Background: an optimization exercise with open tools, aiming at small area, a short achievable clock period and few clock cycles per item. Do not read the settings as production practice.
In this exercise RTL edits were held to simulation tests only and were not proved equivalent to the original.
Power figures rest on the tool's default switching activity, not on a simulated workload.

Design irlib2_codec, start of the top module:
module irlib2_codec (
  input  wire        clk,
  input  wire        rst,
  input  wire        cmd_valid,
  input  wire [63:0] cmd_word,
  output wire        cmd_ready,
  input  wire [3:0]  rd_addr,
  output wire [31:0] rd_data,
  input  wire        cap_we,
  input  wire [15:0] cap_idx,
  input  wire        cap_level,
  input  wire [15:0] cap_dur,
  output wire        tok_valid,
  output wire        tok_level,
  output wire [15:0] tok_dur,
  input  wire        tok_ready
);
  localparam [15:0] ZERO_MIN = 16'd300;
  localparam [15:0] ZERO_MAX = 16'd500;
  localparam [15:0] ONE_MIN  = 16'd600;
  localparam [15:0] ONE_MAX  = 16'd1000;
  localparam [15:0] HDR_MIN  = 16'd1200;
  localparam [15:0] HDR_MAX  = 16'd2000;
  localparam [7:0] SEED_DEFAULT = 8'hAE;
  localparam [7:0] FIXED_MARKER = 8'hAA;
  localparam [3:0] CK_OFFSET    = 4'hD;
  function [3:0] checksum;
    input [3:0] t;
    input [3:0] w;
    begin
      checksum = CK_OFFSET + t + w;
    end
  endfunction
  wire [3:0] op = cmd_word[63:60];
  wire hi_zero  = (cmd_word[59:40] == 20'd0);
  ...
Size: roughly 160 I/O pins, ~9300 um2 of cells after synthesis.
clock: 10.0 ns
lec_check: 0
cap_margin: 20
core_margin: 2
core_utilization: 40
slew_margin: 20
synth_hierarchical: 1
standard.sh (not shown) runs the stock make flow with config.mk's settings and CLKGATE_MAP_FILE= SYNTH_SCRIPT=/design/flow/synth_recipe.tcl, a recipe that flattens the netlist after the stock synthesis.
==> flow/flow/run.sh <==
#!/bin/bash
# Standard ORFS flow (the standard.sh, standard synthesis unchanged) with
# different layout settings: smaller port buffers, a denser core and a larger
# setup margin for timing repair. Each tool's output stays in orfs/logs/.
set -euo pipefail
bash standard.sh \
  BUFFER_PORTS_ARGS="-buffer_cell sky130_fd_sc_hd__buf_1" \
  CORE_UTILIZATION=67 \
  SETUP_SLACK_MARGIN=5.0 \
  CTS_ARGS="-sink_clustering_enable -repair_clock_nets -dont_use_dummy_load -sink_clustering_size 24 -sink_clustering_max_diameter 60 -buf_list sky130_fd_sc_hd__clkbuf_8" \
  finish > standard.log 2>&1
Testbench counts at the start, summed over its fixed seeds: cycles 15,389, frames 410.
Then changed:
--- a/flow/flow/run.sh
+++ b/flow/flow/run.sh
@@ -8 +8 @@
-  CORE_UTILIZATION=67 \
+  CORE_UTILIZATION=55 \
@@ -10 +10 @@
-  CTS_ARGS="-sink_clustering_enable -repair_clock_nets -dont_use_dummy_load -sink_clustering_size 24 -sink_clustering_max_diameter 60 -buf_list sky130_fd_sc_hd__clkbuf_8" \
+  CTS_ARGS="-sink_clustering_enable -repair_clock_nets -dont_use_dummy_load -sink_clustering_size 24 -sink_clustering_max_diameter 60 -buf_list sky130_fd_sc_hd__clkbuf_8 -sink_buffer_max_cap_derate 0.3" \
Clock power hardly moves. Maximum frequency barely changes. Critical path depth increases by 1. Sequential share of layout area decreases by 0.30 points.
Then changed:
--- a/flow/flow/run.sh
+++ b/flow/flow/run.sh
@@ -8 +8 @@
-  CORE_UTILIZATION=55 \
+  CORE_UTILIZATION=62 \
@@ -10 +10 @@
-  CTS_ARGS="-sink_clustering_enable -repair_clock_nets -dont_use_dummy_load -sink_clustering_size 24 -sink_clustering_max_diameter 60 -buf_list sky130_fd_sc_hd__clkbuf_8 -sink_buffer_max_cap_derate 0.3" \
+  CTS_ARGS="-sink_clustering_enable -repair_clock_nets -dont_use_dummy_load -sink_clustering_size 24 -sink_clustering_max_diameter 60 -buf_list sky130_fd_sc_hd__clkbuf_8" \
=> Via count hardly moves; count of clock-buffer cells in the layout stays the same; design area falls by 0.57%; final cell count falls by 2.9%; clock skew rises by 8.7 ps.
Then changed:
--- a/flow/flow/run.sh
+++ b/flow/flow/run.sh
@@ -2,3 +2,9 @@
-# Standard ORFS flow (the standard.sh, standard synthesis unchanged) with
-# different layout settings: smaller port buffers, a denser core and a larger
-# setup margin for timing repair. Each tool's output stays in orfs/logs/.
+# Layout flow: the standard ORFS flow (standard.sh, with the standard
+# synthesis unchanged) run with different layout settings:
+#  - every port still gets a buffer, but the smallest one (buf_1); timing
+#    repair upsizes the ones on critical paths,
+#  - a denser core (62% utilisation),
+#  - a 5.0 ns setup margin for timing repair, so it works towards a 5 ns period,
+#  - clock tree of clkbuf_8 buffers without dummy balancing loads.
+# ORFS writes each tool's full log under orfs/logs/; the make output goes to
+# standard.log.
@@ -10,0 +17 @@
+  GPL_TIMING_DRIVEN=0 \
Outcome: Die area is unchanged. Worst setup slack is worse by 32 ps. Hold slack got worse by 19 ps. Via count went up by 2.1%. Non-clock buffer count went up by 27. Total power stays flat. Cell area is higher by 2.6%. Combinational power grows by about 2%. Maximum frequency decreases by about 0.6%. Sequential share of layout area fell by 1.3 points.


== run 1 ==
Starting RTL as in the previous note.
// irlib2_codec
module irlib2_codec (
  input  wire        clk,
  input  wire        rst,
  input  wire        cmd_valid,
  input  wire [63:0] cmd_word,
  output wire        cmd_ready,
  input  wire [3:0]  rd_addr,
  output wire [31:0] rd_data,
  input  wire        cap_we,
  input  wire [15:0] cap_idx,
  input  wire        cap_level,
  input  wire [15:0] cap_dur,
  output wire        tok_valid,
  output wire        tok_level,
  output wire [15:0] tok_dur,
  input  wire        tok_ready
);
  localparam [15:0] ZERO_MIN = 16'd300;
  localparam [15:0] ZERO_MAX = 16'd500;
  localparam [15:0] ONE_MIN  = 16'd600;
  localparam [15:0] ONE_MAX  = 16'd1000;
  localparam [15:0] HDR_MIN  = 16'd1200;
  localparam [15:0] HDR_MAX  = 16'd2000;
  localparam [7:0] SEED_DEFAULT = 8'hAE;
  localparam [7:0] FIXED_MARKER = 8'hAA;
  localparam [3:0] CK_OFFSET    = 4'hD;
  function [3:0] checksum;
    input [3:0] t;
    input [3:0] w;
    begin
      checksum = CK_OFFSET + t + w;
    end
  endfunction
  wire [3:0] op = cmd_word[63:60];
  wire hi_zero  = (cmd_word[59:40] == 20'd0);
  wire mid_zero = (cmd_word[39:16] == 24'd0);
  wire is_nop     = (op == 4'h0) && hi_zero && mid_zero && (cmd_word[15:0] == 16'd0);
  wire is_enc_tw  = (op == 4'h1) && hi_zero && mid_zero;
  wire is_enc_raw = (op == 4'h2) && hi_zero;
  wire is_dec     = (op == 4'h3) && hi_zero && mid_zero;
  wire is_cksum   = (op == 4'h4) && hi_zero && mid_zero;
  ...
Settings: LEC_CHECK=0, CAP_MARGIN=20, CORE_MARGIN=2, CORE_UTILIZATION=40, SLEW_MARGIN=20, SYNTH_HIERARCHICAL=1; clock period 10.0 ns.
==> flow/flow/run.sh <==
#!/bin/bash
# Standard ORFS flow (the standard.sh, standard synthesis unchanged) with
# different layout settings: smaller port buffers, a denser core and a larger
# setup margin for timing repair. Each tool's output stays in orfs/logs/.
set -euo pipefail
bash standard.sh \
  BUFFER_PORTS_ARGS="-buffer_cell sky130_fd_sc_hd__buf_1" \
  CORE_UTILIZATION=55 \
  SETUP_SLACK_MARGIN=5.0 \
  CTS_ARGS="-sink_clustering_enable -repair_clock_nets -dont_use_dummy_load -sink_clustering_size 24 -sink_clustering_max_diameter 60 -buf_list sky130_fd_sc_hd__clkbuf_8 -sink_buffer_max_cap_derate 1.0" \
  finish > standard.log 2>&1
Run 1 | stages: all done | timing, DRC, antenna: all pass
Testbench counts of run 1, summed over its fixed seeds: cycles 15,389, frames 410.
#### Input delta (run 2 over run 1)
==> flow/flow/run.sh <==
#!/bin/bash
# Layout flow: the standard ORFS flow (standard.sh, with the standard
# synthesis unchanged) run with different layout settings:
#  - every port still gets a buffer, but the smallest one (buf_1); timing
#    repair upsizes the ones on critical paths,
#  - a denser core (62% utilisation),
#  - a 5.0 ns setup margin for timing repair, so it works towards a 5 ns period,
#  - clock tree of clkbuf_8 buffers without dummy balancing loads.
# ORFS writes each tool's full log under orfs/logs/; the make output goes to
# standard.log.
set -euo pipefail
bash standard.sh \
  BUFFER_PORTS_ARGS="-buffer_cell sky130_fd_sc_hd__buf_1" \
  CORE_UTILIZATION=62 \
  SETUP_SLACK_MARGIN=5.0 \
  CTS_ARGS="-sink_clustering_enable -repair_clock_nets -dont_use_dummy_load -sink_clustering_size 24 -sink_clustering_max_diameter 60 -buf_list sky130_fd_sc_hd__clkbuf_8" \
  finish > standard.log 2>&1
Notes after the runs:
Summary of run 2 over run 1: worst-case headroom to the max-slew limit +2.7 points, proportion of cell area spent on the clock network now sits at about the same level, instance area at placement shrank by about 0.43%, synthesis-to-layout area growth now smaller. Summary of run 2 over run 1: detail-routed net length per standard cell grew by about 1.3%, final cell count went down by 34. Amount of wire on met2 after detailed routing essentially unchanged between run 1 and run 2. Worst hold margin ends up higher on run 2. Global-route usage over all layers (lower): run 1. Run 2 has completed all stages; timing, DRC and antenna checks passed.
--- input diff run 2..run 3 ---
diff --git a/flow/flow/run.sh b/flow/flow/run.sh
--- a/flow/flow/run.sh
+++ b/flow/flow/run.sh
@@ -7,3 +7,5 @@
 #  - a 5.0 ns setup margin for timing repair, so it works towards a 5 ns period,
-#  - clock tree of clkbuf_8 buffers without dummy balancing loads.
+#  - clock tree of clkbuf_8 buffers without dummy balancing loads,
+#  - no gate cloning during timing repair,
+#  - global placement at a target density of 0.75.
 # ORFS writes each tool's full log under orfs/logs/; the make output goes to
@@ -16,2 +18,4 @@
   CTS_ARGS="-sink_clustering_enable -repair_clock_nets -dont_use_dummy_load -sink_clustering_size 24 -sink_clustering_max_diameter 60 -buf_list sky130_fd_sc_hd__clkbuf_8" \
+  SKIP_GATE_CLONING=1 \
+  PLACE_DENSITY=0.75 \
   finish > standard.log 2>&1
==> comparison <==
Against run 2 as the reference, run 3 delivers a lower share of the core filled with cells in the final layout. When the final numbers for run 2 and run 3 were put side by side, the power per standard cell area turned out to be greater in run 3. There was hardly any difference in highest attainable clock frequency between run 3 and run 2. Delta (run 3 minus run 2): aggregate global-route resource usage shows a reduction of 0.41 points, setup slack shows a reduction of 12 ps, clock network area share shows no meaningful change. Relative to run 2, wire length has decreased by about 1% in run 3. [run 3] post-layout total power fell 0.0061 mW relative to run 2.
> inputs changed (run 3 -> run 4)
==> flow/flow/run.sh <==
#!/bin/bash
# Standard ORFS flow (the standard.sh, standard synthesis unchanged) with
# different layout settings: smaller port buffers, a denser core and a larger
# setup margin for timing repair. Each tool's output stays in orfs/logs/.
set -euo pipefail
bash standard.sh \
  BUFFER_PORTS_ARGS="-buffer_cell sky130_fd_sc_hd__buf_1" \
  CORE_UTILIZATION=55 \
  SETUP_SLACK_MARGIN=5.0 \
  CTS_ARGS="-sink_clustering_enable -repair_clock_nets -dont_use_dummy_load -sink_clustering_size 24 -sink_clustering_max_diameter 60 -buf_list sky130_fd_sc_hd__clkbuf_8" \
  finish > standard.log 2>&1
Results
Compared with run 3, placement density in the core of run 4 is lower. Non-clock buffer count went up by a few percent going from run 3 to run 4. From run 3 to run 4 the numbers moved as follows: register share of the cell area saw a decrease, minimum period implied by the final worst setup slack saw an increase, final cell count without fillers saw an increase. Looking only at internal power, and setting everything else aside, the lower value of run 3 and run 4 goes to run 3. The lower areal power density over the cells came out of run 4. Diff run 3 -> run 4: setup slack now sits lower, overall power after layout now sits at about the same level, clock-cell share of area now sits at about the same level. Post-route cell area of run 4 exceeds that of run 3 by a few percent.


Setup of job 8924:
irlib2_codec, a different RTL version from the one above (not shown whole).
For scale: roughly 800 cells after synthesis, about 160 I/O pins, roughly 9500 um2 of cells after synthesis.
==> flow/config.mk <==
export PLATFORM = sky130hd
export DESIGN_NAME = irlib2_codec
export DESIGN_NICKNAME = irlib2_codec
export VERILOG_FILES = /design/flow/design.v
export SDC_FILE = /design/flow/constraint.sdc
export NUM_CORES = 4
export LEC_CHECK = 0
export CAP_MARGIN = 20
export CORE_MARGIN = 2
export CORE_UTILIZATION = 40
export SLEW_MARGIN = 20
export SYNTH_HIERARCHICAL = 1
==> flow/constraint.sdc <==
create_clock -name core_clock -period 10.0 [get_ports {clk}]
set_input_delay 2.0000 -clock core_clock [delete_from_list [all_inputs] [get_ports {clk}]]
set_output_delay 2.0000 -clock core_clock [all_outputs]
set_load 0.01 [all_outputs]
==> flow/flow/run.sh <==
#!/bin/bash
# Standard ORFS flow (the standard.sh, standard synthesis unchanged) with
# different layout settings: smaller port buffers, a denser core and a larger
# setup margin for timing repair. Each tool's output stays in orfs/logs/.
set -euo pipefail
bash standard.sh \
  BUFFER_PORTS_ARGS="-buffer_cell sky130_fd_sc_hd__buf_1" \
  CORE_UTILIZATION=55 \
  SETUP_SLACK_MARGIN=5.4 \
  CTS_BUF_LIST=sky130_fd_sc_hd__clkbuf_8 \
  finish > standard.log 2>&1
Testbench counts of job 8924, summed over its fixed seeds: cycles 15,389, frames 410.
Relative to job 8924, the following input files were edited for job 736:
-- flow/flow/run.sh --
<<< job 8924, line 6
bash standard.sh \
  BUFFER_PORTS_ARGS="-buffer_cell sky130_fd_sc_hd__buf_1" \
  CORE_UTILIZATION=55 \
  SETUP_SLACK_MARGIN=5.4 \
  CTS_BUF_LIST=sky130_fd_sc_hd__clkbuf_8 \
  finish > standard.log 2>&1
>>> job 736, line 6
bash standard.sh \
  BUFFER_PORTS_ARGS="-buffer_cell sky130_fd_sc_hd__buf_1" \
  CORE_UTILIZATION=65 \
  SETUP_SLACK_MARGIN=5.0 \
  CTS_BUF_LIST=sky130_fd_sc_hd__clkbuf_16 \
  CTS_CLUSTER_SIZE=30 \
  CTS_CLUSTER_DIAMETER=100 \
  finish > standard.log 2>&1
==> comparison <==
Actual slew at the worst max-slew pin for job 736 is lower than for job 8924.
Changes observed in job 736 relative to job 8924: worst setup slack went down 0.042 ns, first-iteration DRC count now larger.
diff inputs: job 736 => job 1779
==> flow/flow/run.sh <==
#!/bin/bash
# Standard ORFS flow (the standard.sh, standard synthesis unchanged) with
# different layout settings: smaller port buffers, a denser core and a larger
# setup margin for timing repair. Each tool's output stays in orfs/logs/.
set -euo pipefail
bash standard.sh \
  BUFFER_PORTS_ARGS="-buffer_cell sky130_fd_sc_hd__buf_1" \
  CORE_UTILIZATION=55 \
  SETUP_SLACK_MARGIN=5.0 \
  CTS_BUF_LIST=sky130_fd_sc_hd__clkbuf_8 \
  finish > standard.log 2>&1
- Multi-input combinational gate total essentially unchanged between job 736 and job 1779.
- Between job 1779 and job 736, it is job 1779 whose final weighted congestion of routability-driven global placement is lower, by 0.045.
- Job 736 vs job 1779, launch point of the critical path: rd_addr[2] vs rd_addr[3]
- Comparing job 736 and job 1779, the lower minimum clock period is on job 1779.
- Changes observed in job 1779 relative to job 736: post-layout worst setup margin climbed 0.013 ns; wire length dropped about 0.35%.
- Both conditions hold for job 1779: the flow ran to the end and the final layout passed the timing, design-rule and antenna checks.
- | design area | job 1779 vs job 736 | ≈ equal |
Relative to job 1779, the following input files were edited for job 2668:
-- flow/flow/run.sh --
<<< job 1779, line 7
  BUFFER_PORTS_ARGS="-buffer_cell sky130_fd_sc_hd__buf_1" \
  CORE_UTILIZATION=55 \
  SETUP_SLACK_MARGIN=5.0 \
  CTS_BUF_LIST=sky130_fd_sc_hd__clkbuf_8 \
  finish > standard.log 2>&1
>>> job 2668, line 7
  BUFFER_PORTS_ARGS="-buffer_cell sky130_fd_sc_hd__buf_1" \
  CORE_UTILIZATION=55 \
  SETUP_SLACK_MARGIN=4.4 \
  CTS_BUF_LIST=sky130_fd_sc_hd__clkbuf_8 \
  finish > standard.log 2>&1
## What came out
- After detailed routing, job 1779 needs more wire than job 2668.
- Ratio of final minimum period to clock period up 3.6 points in job 2668 wrt job 1779
- Job 2668: cell area after layout is 4.2% lower than what job 1779 reported.


irlib2_codec with an RTL version that a note above also has.
Size in the first run: roughly 810 cells after synthesis.
==> flow/config.mk <==
export PLATFORM = sky130hd
export DESIGN_NAME = irlib2_codec
export DESIGN_NICKNAME = irlib2_codec
export VERILOG_FILES = /design/flow/design.v
export SDC_FILE = /design/flow/constraint.sdc
export NUM_CORES = 4
export LEC_CHECK = 0
export CAP_MARGIN = 20
export CORE_MARGIN = 2
export CORE_UTILIZATION = 40
export SLEW_MARGIN = 20
export SYNTH_HIERARCHICAL = 1
==> flow/constraint.sdc <==
create_clock -name core_clock -period 10.0 [get_ports {clk}]
set_input_delay 2.0000 -clock core_clock [delete_from_list [all_inputs] [get_ports {clk}]]
set_output_delay 2.0000 -clock core_clock [all_outputs]
set_load 0.01 [all_outputs]
==> flow/flow/run.sh <==
#!/bin/bash
# Standard ORFS flow (the standard.sh, standard synthesis unchanged) with
# different layout settings: smaller port buffers, a denser core and a larger
# setup margin for timing repair. Each tool's output stays in orfs/logs/.
set -euo pipefail
bash standard.sh \
  BUFFER_PORTS_ARGS="-buffer_cell sky130_fd_sc_hd__buf_1" \
  CORE_UTILIZATION=55 \
  SETUP_SLACK_MARGIN=5.15 \
  CTS_ARGS="-sink_clustering_enable -repair_clock_nets -dont_use_dummy_load -sink_clustering_size 24 -sink_clustering_max_diameter 60 -buf_list sky130_fd_sc_hd__clkbuf_8" \
  finish > standard.log 2>&1
The baseline completed without violations.
Testbench counts at the start, summed over its fixed seeds: cycles 15,389, frames 410.
Edit:
==> flow/flow/run.sh (replaced) <==
#!/bin/bash
# Layout flow: the standard ORFS flow (standard.sh, with the standard
# synthesis unchanged) run with different layout settings:
#  - every port still gets a buffer, but the smallest one (buf_1); timing
#    repair upsizes the ones on critical paths,
#  - a denser core (62% utilisation),
#  - a 5.0 ns setup margin for timing repair, so it works towards a 5 ns period,
#  - clock tree of clkbuf_8 buffers without dummy balancing loads.
# ORFS writes each tool's full log under orfs/logs/; the make output goes to
# standard.log.
set -euo pipefail
bash standard.sh \
  BUFFER_PORTS_ARGS="-buffer_cell sky130_fd_sc_hd__buf_1" \
  CORE_UTILIZATION=62 \
  SETUP_SLACK_MARGIN=5.0 \
  CTS_ARGS="-sink_clustering_enable -repair_clock_nets -dont_use_dummy_load -sink_clustering_size 24 -sink_clustering_max_diameter 60 -buf_list sky130_fd_sc_hd__clkbuf_8" \
  SKIP_GATE_CLONING=1 \
  finish > standard.log 2>&1
After rerunning: Sequential share of layout area is higher by 2.4 points. Design area is lower by 4.7%. Routed wire length is lower by 9.3%. Global-route usage is higher by 0.69 points. Worst hold slack stays flat.

-- afterwards: timing with drivers on the ports --
The flow's constraints put no driver on any port. The routed layouts listed below were extracted and timed again, unchanged, in two steps.
Step 1, drivers: a clkbuf_16 drives clk and a buf_2 each remaining input, both assumed.
Step 2, shift: input delay + t, output delay - t, t = (earliest + latest rising clock arrival at the registers) / 2. This alone moves slack from input paths to output paths.
a / b / c = no drivers / after step 1 / after step 2; a / b = the first two.
run	t (ns)	setup WS [ns]	worst hold slack (ns)	worst setup path at the end	pins driven straight from the clock port
the first run of note 1	0.482	4.961 / 4.911 / 4.769	0.446 / 0.446 / 0.446	input to register	1
the second run of note 1	0.475	4.968 / 4.949 / 4.796	0.446 / 0.446 / 0.446	input to register	1
the third run of note 1	0.481	4.992 / 4.879 / 4.879	0.458 / 0.458 / 0.458	input to output	1
the fourth run of note 1	0.495	4.960 / 4.921 / 4.786	0.439 / 0.439 / 0.439	input to register	1
run 1	0.475	4.968 / 4.949 / 4.796	0.446 / 0.446 / 0.446	input to register	1
run 2	0.481	4.992 / 4.879 / 4.879	0.458 / 0.458 / 0.458	input to output	1
run 3	0.485	4.980 / 4.919 / 4.776	0.451 / 0.451 / 0.451	input to register	1
run 4	0.475	4.968 / 4.949 / 4.796	0.446 / 0.446 / 0.446	input to register	1
job 8924	0.485	5.010 / 4.925 / 4.925	0.465 / 0.465 / 0.465	input to output	1
job 736	0.470	4.967 / 4.917 / 4.917	0.448 / 0.448 / 0.448	input to output	1
job 1779	0.502	4.980 / 4.882 / 4.882	0.452 / 0.452 / 0.452	input to output	1
job 2668	0.496	4.620 / 4.600 / 4.600	0.446 / 0.446 / 0.446	input to output	1
the first run of note 4	0.481	4.993 / 4.917 / 4.818	0.461 / 0.461 / 0.461	input to register	1
the second run of note 4	0.483	4.967 / 4.917 / 4.897	0.459 / 0.459 / 0.459	input to register	1
After both steps setup and hold are still met in every run listed. The setup slack of run 3, which loses most, moves by -0.061 ns with the drivers and by -0.204 ns with both steps.
